What follows belongs to an exercise in optimizing a design on an open flow for small area and a short achievable clock period; a production flow would make more cautious choices. At most, simulation tests tie the RTL to the original design; equivalence was not proved. Power is estimated from default activity; no workload was simulated.

==> inputs of job 5731 <==
Design chk4_accum, start of the top module:
module chk4_accum (
    input  wire        clk,
    input  wire        rst,         
    input  wire        init,        
    input  wire [2:0]  in_cnt,      
    input  wire [31:0] in_data,     
    output wire [31:0] chk_value,
    output wire [31:0] byte_count
);
clock: 28.0 ns
lec_check: 0
cap_margin: 20
core_margin: 2
core_utilization: 65
cts_buf_list: sky130_fd_sc_hd__clkbuf_4 sky130_fd_sc_hd__clkbuf_8
slew_margin: 20
synth_hierarchical: 1
synth_minimum_keep_size: 0
standard.sh (not shown) runs the stock make flow with config.mk's settings and CLKGATE_MAP_FILE= SYNTH_SCRIPT=/design/flow/synth_recipe.tcl, a recipe that flattens the netlist after the stock synthesis.
==> flow/flow/run.sh <==
#!/bin/bash
# The standard layout (standard.sh, all steps) with two changes:
# - the standard port buffering (buffer_ports, every input and output port
#   gets a buffer) uses the plain buffer sky130_fd_sc_hd__buf_1 instead of the
#   default delay buffer; timing repair may resize it;
# - timing repair is asked to leave a setup margin (the clock period and the
#   constraints are unchanged).
set -euo pipefail
here=$(pwd)
export BUFFER_PORTS_ARGS="-buffer_cell sky130_fd_sc_hd__buf_1"
export SETUP_SLACK_MARGIN=16.5
bash standard.sh > "$here/standard.log" 2>&1
==> job 7672 (differences from job 5731) <==
--- a/flow/design.v
+++ b/flow/design.v
@@ -75,37 +75,29 @@
     wire fa29, fa30;
     chk4_fa ufa29 (.a(fa14), .b(fa15), .c(fa28), .s(fa29), .co(fa30));
     wire fa31, fa32;
     chk4_ha ufa31 (.a(fa17), .b(fa30), .s(fa31), .co(fa32));
     wire fa33, fa34;
     chk4_fa ufa33 (.a(ra[7]), .b(fa18), .c(fa32), .s(fa33), .co(fa34));
-    wire fa35 = ~ra[8];
-    wire fa36, fa37;
-    chk4_ha ufa36 (.a(ra[9]), .b(ra[8]), .s(fa36), .co(fa37));
-    wire fa38, fa39;
-    chk4_ha ufa38 (.a(ra[10]), .b(fa37), .s(fa38), .co(fa39));
-    wire fa40, fa41;
-    chk4_ha ufa40 (.a(ra[11]), .b(fa39), .s(fa40), .co(fa41));
-    wire fa42, fa43;
-    chk4_ha ufa42 (.a(ra[12]), .b(fa41), .s(fa42), .co(fa43));
-    wire fa44, fa45;
-    chk4_ha ufa44 (.a(ra[13]), .b(fa43), .s(fa44), .co(fa45));
-    wire fa46, fa47;
-    chk4_ha ufa46 (.a(ra[14]), .b(fa45), .s(fa46), .co(fa47));
-    wire fa48, fa49;
-    chk4_ha ufa48 (.a(ra[15]), .b(fa47), .s(fa48), .co(fa49));
-    wire fa50 = fa34 ? fa35 : ra[8];
-    wire fa51 = fa34 ? fa36 : ra[9];
-    wire fa52 = fa34 ? fa38 : ra[10];
-    wire fa53 = fa34 ? fa40 : ra[11];
-    wire fa54 = fa34 ? fa42 : ra[12];
-    wire fa55 = fa34 ? fa44 : ra[13];
-    wire fa56 = fa34 ? fa46 : ra[14];
-    wire fa57 = fa34 ? fa48 : ra[15];
-    wire fa58 = fa34 ? fa49 : 1'b0;
-    wire [16:0] far = {fa58, fa57, fa56, fa55, fa54, fa53, fa52, fa51, fa50, fa33, fa31, fa29, fa27, fa25, fa23, fa21, fa19};
+    wire fa35, fa36;
+    chk4_ha ufa35 (.a(ra[8]), .b(fa34), .s(fa35), .co(fa36));
+    wire fa37, fa38;
+    chk4_ha ufa37 (.a(ra[9]), .b(fa36), .s(fa37), .co(fa38));
+    wire fa39, fa40;
+    chk4_ha ufa39 (.a(ra[10]), .b(fa38), .s(fa39), .co(fa40));
+    wire fa41, fa42;
+    chk4_ha ufa41 (.a(ra[11]), .b(fa40), .s(fa41), .co(fa42));
+    wire fa43, fa44;
+    chk4_ha ufa43 (.a(ra[12]), .b(fa42), .s(fa43), .co(fa44));
+    wire fa45, fa46;
+    chk4_ha ufa45 (.a(ra[13]), .b(fa44), .s(fa45), .co(fa46));
+    wire fa47, fa48;
+    chk4_ha ufa47 (.a(ra[14]), .b(fa46), .s(fa47), .co(fa48));
+    wire fa49, fa50;
+    chk4_ha ufa49 (.a(ra[15]), .b(fa48), .s(fa49), .co(fa50));
+    wire [16:0] far = {fa50, fa49, fa47, fa45, fa43, fa41, fa39, fa37, fa35, fa33, fa31, fa29, fa27, fa25, fa23, fa21, fa19};
     wire fb1, fb2;
     chk4_fa ufb1 (.a(rb[1]), .b(rb[16]), .c(rb[17]), .s(fb1), .co(fb2));
     wire fb3, fb4;
     chk4_fa ufb3 (.a(rb[2]), .b(rb[16]), .c(rb[17]), .s(fb3), .co(fb4));
     wire fb5, fb6;
     chk4_fa ufb5 (.a(rb[18]), .b(fb2), .c(fb3), .s(fb5), .co(fb6));
@@ -139,13 +131,13 @@
     chk4_ha ufb33 (.a(fb17), .b(fb32), .s(fb33), .co(fb34));
     wire fb35, fb36;
     chk4_fa ufb35 (.a(fb18), .b(fb19), .c(fb34), .s(fb35), .co(fb36));
     wire fb37, fb38;
     chk4_ha ufb37 (.a(fb21), .b(fb36), .s(fb37), .co(fb38));
     wire fb39, fb40;
-    chk4_ha ufb39 (.a(rb[8]), .b(fb22), .s(fb39), .co(fb40));
+    chk4_fa ufb39 (.a(rb[8]), .b(fb22), .c(fb38), .s(fb39), .co(fb40));
     wire fb41, fb42;
     chk4_ha ufb41 (.a(rb[9]), .b(fb40), .s(fb41), .co(fb42));
     wire fb43, fb44;
     chk4_ha ufb43 (.a(rb[10]), .b(fb42), .s(fb43), .co(fb44));
     wire fb45, fb46;
     chk4_ha ufb45 (.a(rb[11]), .b(fb44), .s(fb45), .co(fb46));
@@ -154,38 +146,13 @@
     wire fb49, fb50;
     chk4_ha ufb49 (.a(rb[13]), .b(fb48), .s(fb49), .co(fb50));
     wire fb51, fb52;
     chk4_ha ufb51 (.a(rb[14]), .b(fb50), .s(fb51), .co(fb52));
     wire fb53, fb54;
     chk4_ha ufb53 (.a(rb[15]), .b(fb52), .s(fb53), .co(fb54));
-    wire fb55 = ~(rb[8] ^ fb22);
-    wire fb56 = rb[8] | fb22;
-    wire fb57, fb58;
-    chk4_ha ufb57 (.a(rb[9]), .b(fb56), .s(fb57), .co(fb58));
-    wire fb59, fb60;
-    chk4_ha ufb59 (.a(rb[10]), .b(fb58), .s(fb59), .co(fb60));
-    wire fb61, fb62;
-    chk4_ha ufb61 (.a(rb[11]), .b(fb60), .s(fb61), .co(fb62));
-    wire fb63, fb64;
-    chk4_ha ufb63 (.a(rb[12]), .b(fb62), .s(fb63), .co(fb64));
-    wire fb65, fb66;
-    chk4_ha ufb65 (.a(rb[13]), .b(fb64), .s(fb65), .co(fb66));
-    wire fb67, fb68;
-    chk4_ha ufb67 (.a(rb[14]), .b(fb66), .s(fb67), .co(fb68));
-    wire fb69, fb70;
-    chk4_ha ufb69 (.a(rb[15]), .b(fb68), .s(fb69), .co(fb70));
-    wire fb71 = fb38 ? fb55 : fb39;
-    wire fb72 = fb38 ? fb57 : fb41;
-    wire fb73 = fb38 ? fb59 : fb43;
-    wire fb74 = fb38 ? fb61 : fb45;
-    wire fb75 = fb38 ? fb63 : fb47;
-    wire fb76 = fb38 ? fb65 : fb49;
-    wire fb77 = fb38 ? fb67 : fb51;
-    wire fb78 = fb38 ? fb69 : fb53;
-    wire fb79 = fb38 ? fb70 : fb54;
-    wire [16:0] fbr = {fb79, fb78, fb77, fb76, fb75, fb74, fb73, fb72, fb71, fb37, fb35, fb33, fb31, fb29, fb27, fb25, fb23};
+    wire [16:0] fbr = {fb54, fb53, fb51, fb49, fb47, fb45, fb43, fb41, fb39, fb37, fb35, fb33, fb31, fb29, fb27, fb25, fb23};
     wire xa1, xa2;
     chk4_ha uxa1 (.a((nz & far[0])), .b((g13 & ri[0])), .s(xa1), .co(xa2));
     wire xa3, xa4;
     chk4_fa uxa3 (.a((nz & far[1])), .b(((g23 & ri[0]))), .c((g13 & ri[1])), .s(xa3), .co(xa4));
     wire xa5, xa6;
     chk4_ha uxa5 (.a(ca[1]), .b((e1 & in_data[1])), .s(xa5), .co(xa6));
@@ -689,12 +656,15 @@
     wire xb303 = xb277 ? xb292 : xb280;
     wire xb304 = xb277 ? xb294 : xb282;
     wire xb305 = xb277 ? xb296 : xb284;
     wire xb306 = xb277 ? xb298 : xb286;
     wire xb307 = xb277 ? xb300 : xb288;
     wire [19:0] sb = {xb307, xb306, xb305, xb304, xb303, xb302, xb276, xb275, xb274, xb273, xb272, xb271, xb245, xb243, xb241, xb239, xb237, xb235, xb233, xb231};
+    wire [15:0] i0 = z ? 16'd1 : ri;
+    wire [16:0] si = {1'b0, i0} + {14'd0, k};
+    wire [15:0] ni = si[16] ? {11'd0, si[4:0] + 5'd23} : si[15:0];
     wire [3:0]  lo = {1'b0, bc[2:0] & {3{nz}}} + {1'b0, k};
     wire [31:0] cc;                    
     wire [31:0] cs;                    
     wire p0 = &bc[10:3];
     wire p1 = &bc[18:11];
     wire p2 = &bc[26:19];
@@ -712,24 +682,12 @@
             end
         end
     endgenerate
     assign cc[2:0] = 3'd0;
     assign cs[2:0] = lo[2:0];
     wire [31:0] nbc = {cs[31:3] & {29{nz}}, lo[2:0]};
-    wire [3:0]  ilo = {1'b0, ri[2:1] & {2{nz}}, ri[0] | z} + {1'b0, k};
-    wire [16:3] ic;                    
-    wire [15:3] is;
-    assign ic[3] = ilo[3];
-    generate
-        for (j = 3; j < 16; j = j + 1) begin : iinc
-            chk4_ha u (.a(ri[j]), .b(ic[j]), .s(is[j]), .co(ic[j + 1]));
-        end
-    endgenerate
-    wire        iw = ic[16];           
-    wire [4:0]  iwl = {3'd0, ilo[1:0]} + 5'd23;
-    wire [15:0] ni = iw ? {11'd0, iwl} : {is[15:3] & {13{nz}}, ilo[2:0]};
     wire ga = far[16] | ((&far[15:5]) & (far[4:0] >= 5'd9));
     wire gb = fbr[16] | ((&fbr[15:5]) & (fbr[4:0] >= 5'd9));
     wire [10:0] ta = {1'b0, far[9:0]} + 11'd23;
     wire [10:0] tb = {1'b0, fbr[9:0]} + 11'd23;
     wire [15:0] oa = ga ? {6'd0, ta[9:0]} : far[15:0];
     wire [15:0] ob = gb ? {6'd0, tb[9:0]} : fbr[15:0];
==> flow/run.sh (new file) <==
#!/bin/bash
# synth_recipe.tcl (not shown) runs the flow's synth.tcl, then flattens the netlist and writes it again
# the make line also repeats each setting of config.mk as NAME=value (left out here)
make -C /OpenROAD-flow-scripts/flow DESIGN_CONFIG=/design/flow/config.mk WORK_HOME=/design/flow/orfs CLKGATE_MAP_FILE= SYNTH_SCRIPT=/design/flow/synth_recipe.tcl finish
- CORE_UTILIZATION: 65 -> 40
- CTS_BUF_LIST: sky130_fd_sc_hd__clkbuf_4 sky130_fd_sc_hd__clkbuf_8 -> default
removed: flow/flow/run.sh
removed: flow/standard.sh
==> job 7183 (differences from job 5731) <==
--- a/flow/design.v
+++ b/flow/design.v
@@ -75,37 +75,29 @@
     wire fa29, fa30;
     chk4_fa ufa29 (.a(fa14), .b(fa15), .c(fa28), .s(fa29), .co(fa30));
     wire fa31, fa32;
     chk4_ha ufa31 (.a(fa17), .b(fa30), .s(fa31), .co(fa32));
     wire fa33, fa34;
     chk4_fa ufa33 (.a(ra[7]), .b(fa18), .c(fa32), .s(fa33), .co(fa34));
-    wire fa35 = ~ra[8];
-    wire fa36, fa37;
-    chk4_ha ufa36 (.a(ra[9]), .b(ra[8]), .s(fa36), .co(fa37));
-    wire fa38, fa39;
-    chk4_ha ufa38 (.a(ra[10]), .b(fa37), .s(fa38), .co(fa39));
-    wire fa40, fa41;
-    chk4_ha ufa40 (.a(ra[11]), .b(fa39), .s(fa40), .co(fa41));
-    wire fa42, fa43;
-    chk4_ha ufa42 (.a(ra[12]), .b(fa41), .s(fa42), .co(fa43));
-    wire fa44, fa45;
-    chk4_ha ufa44 (.a(ra[13]), .b(fa43), .s(fa44), .co(fa45));
-    wire fa46, fa47;
-    chk4_ha ufa46 (.a(ra[14]), .b(fa45), .s(fa46), .co(fa47));
-    wire fa48, fa49;
-    chk4_ha ufa48 (.a(ra[15]), .b(fa47), .s(fa48), .co(fa49));
-    wire fa50 = fa34 ? fa35 : ra[8];
-    wire fa51 = fa34 ? fa36 : ra[9];
-    wire fa52 = fa34 ? fa38 : ra[10];
-    wire fa53 = fa34 ? fa40 : ra[11];
-    wire fa54 = fa34 ? fa42 : ra[12];
-    wire fa55 = fa34 ? fa44 : ra[13];
-    wire fa56 = fa34 ? fa46 : ra[14];
-    wire fa57 = fa34 ? fa48 : ra[15];
-    wire fa58 = fa34 ? fa49 : 1'b0;
-    wire [16:0] far = {fa58, fa57, fa56, fa55, fa54, fa53, fa52, fa51, fa50, fa33, fa31, fa29, fa27, fa25, fa23, fa21, fa19};
+    wire fa35, fa36;
+    chk4_ha ufa35 (.a(ra[8]), .b(fa34), .s(fa35), .co(fa36));
+    wire fa37, fa38;
+    chk4_ha ufa37 (.a(ra[9]), .b(fa36), .s(fa37), .co(fa38));
+    wire fa39, fa40;
+    chk4_ha ufa39 (.a(ra[10]), .b(fa38), .s(fa39), .co(fa40));
+    wire fa41, fa42;
+    chk4_ha ufa41 (.a(ra[11]), .b(fa40), .s(fa41), .co(fa42));
+    wire fa43, fa44;
+    chk4_ha ufa43 (.a(ra[12]), .b(fa42), .s(fa43), .co(fa44));
+    wire fa45, fa46;
+    chk4_ha ufa45 (.a(ra[13]), .b(fa44), .s(fa45), .co(fa46));
+    wire fa47, fa48;
+    chk4_ha ufa47 (.a(ra[14]), .b(fa46), .s(fa47), .co(fa48));
+    wire fa49, fa50;
+    chk4_ha ufa49 (.a(ra[15]), .b(fa48), .s(fa49), .co(fa50));
+    wire [16:0] far = {fa50, fa49, fa47, fa45, fa43, fa41, fa39, fa37, fa35, fa33, fa31, fa29, fa27, fa25, fa23, fa21, fa19};
     wire fb1, fb2;
     chk4_fa ufb1 (.a(rb[1]), .b(rb[16]), .c(rb[17]), .s(fb1), .co(fb2));
     wire fb3, fb4;
     chk4_fa ufb3 (.a(rb[2]), .b(rb[16]), .c(rb[17]), .s(fb3), .co(fb4));
     wire fb5, fb6;
     chk4_fa ufb5 (.a(rb[18]), .b(fb2), .c(fb3), .s(fb5), .co(fb6));
@@ -139,13 +131,13 @@
     chk4_ha ufb33 (.a(fb17), .b(fb32), .s(fb33), .co(fb34));
     wire fb35, fb36;
     chk4_fa ufb35 (.a(fb18), .b(fb19), .c(fb34), .s(fb35), .co(fb36));
     wire fb37, fb38;
     chk4_ha ufb37 (.a(fb21), .b(fb36), .s(fb37), .co(fb38));
     wire fb39, fb40;
-    chk4_ha ufb39 (.a(rb[8]), .b(fb22), .s(fb39), .co(fb40));
+    chk4_fa ufb39 (.a(rb[8]), .b(fb22), .c(fb38), .s(fb39), .co(fb40));
     wire fb41, fb42;
     chk4_ha ufb41 (.a(rb[9]), .b(fb40), .s(fb41), .co(fb42));
     wire fb43, fb44;
     chk4_ha ufb43 (.a(rb[10]), .b(fb42), .s(fb43), .co(fb44));
     wire fb45, fb46;
     chk4_ha ufb45 (.a(rb[11]), .b(fb44), .s(fb45), .co(fb46));
@@ -154,38 +146,13 @@
     wire fb49, fb50;
     chk4_ha ufb49 (.a(rb[13]), .b(fb48), .s(fb49), .co(fb50));
     wire fb51, fb52;
     chk4_ha ufb51 (.a(rb[14]), .b(fb50), .s(fb51), .co(fb52));
     wire fb53, fb54;
     chk4_ha ufb53 (.a(rb[15]), .b(fb52), .s(fb53), .co(fb54));
-    wire fb55 = ~(rb[8] ^ fb22);
-    wire fb56 = rb[8] | fb22;
-    wire fb57, fb58;
-    chk4_ha ufb57 (.a(rb[9]), .b(fb56), .s(fb57), .co(fb58));
-    wire fb59, fb60;
-    chk4_ha ufb59 (.a(rb[10]), .b(fb58), .s(fb59), .co(fb60));
-    wire fb61, fb62;
-    chk4_ha ufb61 (.a(rb[11]), .b(fb60), .s(fb61), .co(fb62));
-    wire fb63, fb64;
-    chk4_ha ufb63 (.a(rb[12]), .b(fb62), .s(fb63), .co(fb64));
-    wire fb65, fb66;
-    chk4_ha ufb65 (.a(rb[13]), .b(fb64), .s(fb65), .co(fb66));
-    wire fb67, fb68;
-    chk4_ha ufb67 (.a(rb[14]), .b(fb66), .s(fb67), .co(fb68));
-    wire fb69, fb70;
-    chk4_ha ufb69 (.a(rb[15]), .b(fb68), .s(fb69), .co(fb70));
-    wire fb71 = fb38 ? fb55 : fb39;
-    wire fb72 = fb38 ? fb57 : fb41;
-    wire fb73 = fb38 ? fb59 : fb43;
-    wire fb74 = fb38 ? fb61 : fb45;
-    wire fb75 = fb38 ? fb63 : fb47;
-    wire fb76 = fb38 ? fb65 : fb49;
-    wire fb77 = fb38 ? fb67 : fb51;
-    wire fb78 = fb38 ? fb69 : fb53;
-    wire fb79 = fb38 ? fb70 : fb54;
-    wire [16:0] fbr = {fb79, fb78, fb77, fb76, fb75, fb74, fb73, fb72, fb71, fb37, fb35, fb33, fb31, fb29, fb27, fb25, fb23};
+    wire [16:0] fbr = {fb54, fb53, fb51, fb49, fb47, fb45, fb43, fb41, fb39, fb37, fb35, fb33, fb31, fb29, fb27, fb25, fb23};
     wire xa1, xa2;
     chk4_ha uxa1 (.a((nz & far[0])), .b((g13 & ri[0])), .s(xa1), .co(xa2));
     wire xa3, xa4;
     chk4_fa uxa3 (.a((nz & far[1])), .b(((g23 & ri[0]))), .c((g13 & ri[1])), .s(xa3), .co(xa4));
     wire xa5, xa6;
     chk4_ha uxa5 (.a(ca[1]), .b((e1 & in_data[1])), .s(xa5), .co(xa6));
==> flow/run.sh (new file) <==
#!/bin/bash
# synth_recipe.tcl (not shown) runs the flow's synth.tcl, then flattens the netlist and writes it again
# the make line also repeats each setting of config.mk as NAME=value (left out here)
make -C /OpenROAD-flow-scripts/flow DESIGN_CONFIG=/design/flow/config.mk WORK_HOME=/design/flow/orfs CLKGATE_MAP_FILE= SYNTH_SCRIPT=/design/flow/synth_recipe.tcl finish
removed: flow/flow/run.sh
removed: flow/standard.sh
==> notes.md <==
item                                                                                                             job 5731                          job 7183                 job 7672
Area added between synthesis and finish                                                                             9.02%                             10.8%                    13.8%
Arithmetic-cell share of the synthesized area counting full adders, half adders and majority gates                  52.9%                             52.9%                    50.4%
Detailed-route wire length per cell                                                                               21.9 µm                           22.2 µm                  20.6 µm
Final core utilization                                                                                              72.5%                             73.2%                    46.1%
Run status                                                                                       timing/DRC/antenna clean          timing/DRC/antenna clean  timing/DRC/antenna clean
Total GRT Usage                                                                                                     32.9%                             32.7%                    21.6%
Xor and xnor fraction of the mapped netlist area                                                                    1.65%                             1.46%                    2.28%
Total leakage power                                                                                               6.36 nW                           6.58 nW                  6.33 nW
Mapped Area                                                                                                    11,500 µm²                        11,400 µm²               11,500 µm²
Power share of the sequential group                                                                                 27.5%                             26.3%                    25.6%
Worst path slowest cell                                                                             sky130_fd_sc_hd__fa_1  sky130_fd_sc_hd__clkdlybuf4s50_1  sky130_fd_sc_hd__nor2_2
Final Total Pwr                                                                                                    570 µW                            587 µW                   605 µW
Die Span Y                                                                                                         137 µm                            136 µm                   174 µm
M1 GR Usage                                                                                                         44.6%                             43.7%                    28.0%
Peak VDD IR                                                                                                     0.0524 mV                         0.0558 mV                0.0310 mV
Slew @ Worst Pin                                                                                                 0.835 ns                          0.895 ns                  1.16 ns
Sum of met2 wire segment lengths after detailed routing                                                           13.8 mm                           13.6 mm                  14.9 mm
Area fraction in and, or, nand and nor cells after synthesis                                                        13.5%                             14.3%                    14.7%
Placement row count                                                                                                    48                                48                       62
Met1 wire length                                                                                                  12.1 mm                           11.4 mm                  12.7 mm
Slack of the worst reg-to-reg path                                                                               18.95 ns                          18.38 ns                 18.48 ns
Min Tclk post-route                                                                                              11.38 ns                          13.63 ns                 13.43 ns
Number of library cell types mapped by synthesis                                                                       54                                49                       59
No functional check of the RTL was part of job 7672.

re-timing with driven ports:
The flow's constraints put no driver on any port. The routed layouts listed below were extracted and timed again, unchanged, in two steps.
Step 1: set_driving_cell puts a clkbuf_16 on clk and a buf_2 on each other input, an assumption about the parent block.
Step 2 adds t to the input delays and takes it off the output delays; t is the mean of the earliest and latest rising clock arrival at the registers after step 1. Input paths then give back, and output paths get back, about the clock's delay inside the block.
a / b / c = ideal / step 1 / step 2; a / b = the first two.
| run | t, ns | slack for setup (ns) | worst setup path at the end | clock arrival spread, ns | pins driven straight from the clock port |
|---|---|---|---|---|---|
| job 5731 | 0.431 | 16.622 / 16.632 / 16.200 | input to register | 0.029 / 0.029 | 1 |
| job 7672 | 0.412 | 14.574 / 14.591 / 14.178 | input to register | 0.012 / 0.011 | 1 |
| job 7183 | 0.430 | 14.375 / 14.379 / 13.949 | input to register | 0.020 / 0.020 | 1 |
After both steps every run listed still meets setup and hold. The setup slack of job 7183, which loses most, moves by +0.004 ns with the drivers and by -0.426 ns with both steps.
